What follows belongs to an exercise in optimizing a design on an open flow for small area, a short achievable clock period and few clock cycles per item; a production flow would make more cautious choices.
RTL that was checked went through simulation tests only; none was proved equivalent to the original.

Setup of 05-21:
// wsc_px3
module wsc_px3 (
    input  wire         clk,
    input  wire         rst,
    input  wire         in_valid,
    output wire         in_ready,
    input  wire         in_op,        
    input  wire [287:0] in_win,
    output reg          out_valid,
    input  wire         out_ready,
    output reg  [31:0]  out_pix
);
For scale: about 3000 cells after synthesis, roughly 330 I/O pins, about 33000 sq um of cells after synthesis.
==> module wsc_px3, before the edit <==
module wsc_px3 (
    input  wire         clk,
    input  wire         rst,
    input  wire         in_valid,
    output wire         in_ready,
    input  wire         in_op,        
    input  wire [287:0] in_win,
    output reg          out_valid,
    input  wire         out_ready,
    output reg  [31:0]  out_pix
);
    wire [43:0] xsx_w, xsy_w;
    genvar c;
    generate
        for (c = 0; c < 4; c = c + 1) begin : pre
            wsc_px3_pre u (
                .v   ({in_win[256+8*c +: 8], in_win[224+8*c +: 8], in_win[192+8*c +: 8],
                       in_win[160+8*c +: 8], in_win[128+8*c +: 8], in_win[96+8*c +: 8],
                       in_win[64+8*c +: 8],  in_win[32+8*c +: 8],  in_win[8*c +: 8]}),
                .xs_X(xsx_w[11*c +: 11]),
                .xs_Y(xsy_w[11*c +: 11])
            );
        end
    endgenerate
    reg         s1_valid;
    reg         s1_op;
    reg         s1_opn;       
    reg  [43:0] s1_xsx, s1_xsy;
    reg  [31:0] s1_m;
    reg  [1:0]  count;            
    reg  [2:0]  wr_sel, rd_sel;
    reg  [31:0] q0_pix, q1_pix, q2_pix;
    assign in_ready = (count == 2'd0) || (count == 2'd1) || (count == 2'd2 && !s1_valid);
    wire accept = in_valid && in_ready;
    always @(posedge clk) begin
        if (rst)
            s1_valid <= 1'b0;
        else
            s1_valid <= accept;
    end
    always @(posedge clk) begin
        s1_op  <= in_op;
        s1_opn <= ~in_op;
        s1_xsx <= xsx_w;
        s1_xsy <= xsy_w;
        s1_m   <= in_win[159:128];              
    end
    wire [31:0] res;
    generate
        for (c = 0; c < 4; c = c + 1) begin : post
            wsc_px3_post u (
                .op  (s1_op),
                .opn (s1_opn),
                .xs_X(s1_xsx[11*c +: 11]),
                .xs_Y(s1_xsy[11*c +: 11]),
                .M   (s1_m[8*c +: 8]),
                .res (res[8*c +: 8])
            );
        end
    endgenerate
    wire pop = out_valid && out_ready;
    always @(posedge clk) begin
        if (rst) begin
            count  <= 2'd0;
            wr_sel <= 3'b001;
            rd_sel <= 3'b001;
        end else begin
            count <= count + {1'b0, s1_valid} - {1'b0, pop};
            if (s1_valid)
                wr_sel <= {wr_sel[1:0], wr_sel[2]};
            if (pop)
                rd_sel <= {rd_sel[1:0], rd_sel[2]};
        end
    end
    always @(posedge clk) begin
        if (s1_valid && wr_sel[0]) q0_pix <= res;
        if (s1_valid && wr_sel[1]) q1_pix <= res;
        if (s1_valid && wr_sel[2]) q2_pix <= res;
    end
    always @* begin
        out_valid = count != 2'd0;
        out_pix   = ({32{rd_sel[0]}} & q0_pix) | ({32{rd_sel[1]}} & q1_pix) |
                    ({32{rd_sel[2]}} & q2_pix);
    end
endmodule
export LEC_CHECK = 0
export CAP_MARGIN = 20
export CORE_MARGIN = 2
export CORE_UTILIZATION = 40
export CTS_BUF_LIST = sky130_fd_sc_hd__clkbuf_4 sky130_fd_sc_hd__clkbuf_8
export CTS_CLUSTER_DIAMETER = 60
export CTS_CLUSTER_SIZE = 20
export SLEW_MARGIN = 20
export SYNTH_HIERARCHICAL = 1
create_clock -name core_clock -period 28.0 [get_ports {clk}]
standard.sh (not shown) runs the stock make flow with config.mk's settings and CLKGATE_MAP_FILE= SYNTH_SCRIPT=/design/flow/synth_recipe.tcl, a recipe that flattens the netlist after the stock synthesis.
==> flow/flow/run.sh <==
#!/bin/bash
set -e
export BUFFER_PORTS_ARGS="-buffer_cell sky130_fd_sc_hd__buf_1"
export SETUP_SLACK_MARGIN=20.35
bash standard.sh > standard.log 2>&1
### 05-21 -> 05-11
--- a/flow/design.v
+++ b/flow/design.v
@@ -756,10 +756,9 @@
     reg         s1_opn;       
     reg  [43:0] s1_xsx, s1_xsy;
     reg  [31:0] s1_m;
-    reg  [1:0]  count;            
-    reg  [2:0]  wr_sel, rd_sel;
-    reg  [31:0] q0_pix, q1_pix, q2_pix;
-    assign in_ready = (count == 2'd0) || (count == 2'd1) || (count == 2'd2 && !s1_valid);
+    reg         k0_valid, k1_valid;
+    reg  [31:0] k0_pix, k1_pix;
+    assign in_ready = !k1_valid && !(k0_valid && s1_valid);
     wire accept = in_valid && in_ready;
     always @(posedge clk) begin
         if (rst)
@@ -787,28 +786,27 @@
             );
         end
     endgenerate
-    wire pop = out_valid && out_ready;
+    wire head_free = !out_valid || out_ready;
     always @(posedge clk) begin
         if (rst) begin
-            count  <= 2'd0;
-            wr_sel <= 3'b001;
-            rd_sel <= 3'b001;
+            out_valid <= 1'b0;
+            k0_valid  <= 1'b0;
+            k1_valid  <= 1'b0;
+        end else if (head_free) begin
+            out_valid <= k0_valid || s1_valid;
+            k0_valid  <= k1_valid || (k0_valid && s1_valid);
+            k1_valid  <= k1_valid && s1_valid;
         end else begin
-            count <= count + {1'b0, s1_valid} - {1'b0, pop};
-            if (s1_valid)
-                wr_sel <= {wr_sel[1:0], wr_sel[2]};
-            if (pop)
-                rd_sel <= {rd_sel[1:0], rd_sel[2]};
+            k0_valid  <= k0_valid || s1_valid;
+            k1_valid  <= k1_valid || (k0_valid && s1_valid);
         end
     end
     always @(posedge clk) begin
-        if (s1_valid && wr_sel[0]) q0_pix <= res;
-        if (s1_valid && wr_sel[1]) q1_pix <= res;
-        if (s1_valid && wr_sel[2]) q2_pix <= res;
-    end
-    always @* begin
-        out_valid = count != 2'd0;
-        out_pix   = ({32{rd_sel[0]}} & q0_pix) | ({32{rd_sel[1]}} & q1_pix) |
-                    ({32{rd_sel[2]}} & q2_pix);
+        if (head_free)
+            out_pix <= k0_valid ? k0_pix : res;
+        if (head_free || !k0_valid)
+            k0_pix <= (head_free && k1_valid) ? k1_pix : res;
+        if (head_free || !k1_valid)
+            k1_pix <= res;
     end
 endmodule
Findings:
05-11 did not stop at any stage, and its layout met the timing, design-rule and antenna checks. 05-21 → 05-11: final area went down about 1.1%; weighted congestion at the end of routability-driven global placement now smaller; instance count of the mapped netlist down 2.0%; number of placement rows fell about 0.9%; number of nets in the final layout -68. When 05-11 is measured against 05-21, its core outline area turns out 920 sq um lower.
Testbench counts of 05-11, summed over its fixed seeds: cycles 12,016, items 12,000.
The RTL of 05-21 was laid out without a check of its function.

static timing again, ports no longer ideal:
The flow's constraints put no driver on any port. The routed layouts listed below were extracted and timed again, unchanged, in two steps. Step 1 assumes that a clkbuf_16 drives the clock port and a buf_2 every other input. Step 2 moves the port delays by t, midway between the first and last clock arrival at a register: inputs arrive t later, outputs are due t later. That takes back most of the time a late clock gives input paths. Three values: ideal ports, drivers, drivers and shift; two values: the first two.
| run | t, ns | slack for setup (ns) | worst hold slack (ns) | clock arrival spread, ns |
|---|---|---|---|---|
| 05-21 | 0.708 | 20.167 / 20.100 / 19.703 | 0.503 / 0.503 / 0.503 | 0.075 / 0.075 |
| 05-11 | 0.690 | 20.371 / 20.404 / 19.714 | 0.501 / 0.501 / 0.501 | 0.061 / 0.060 |
After both steps every run listed still meets setup and hold. The setup slack of 05-11, which loses most, moves by +0.033 ns with the drivers and by -0.657 ns with both steps.
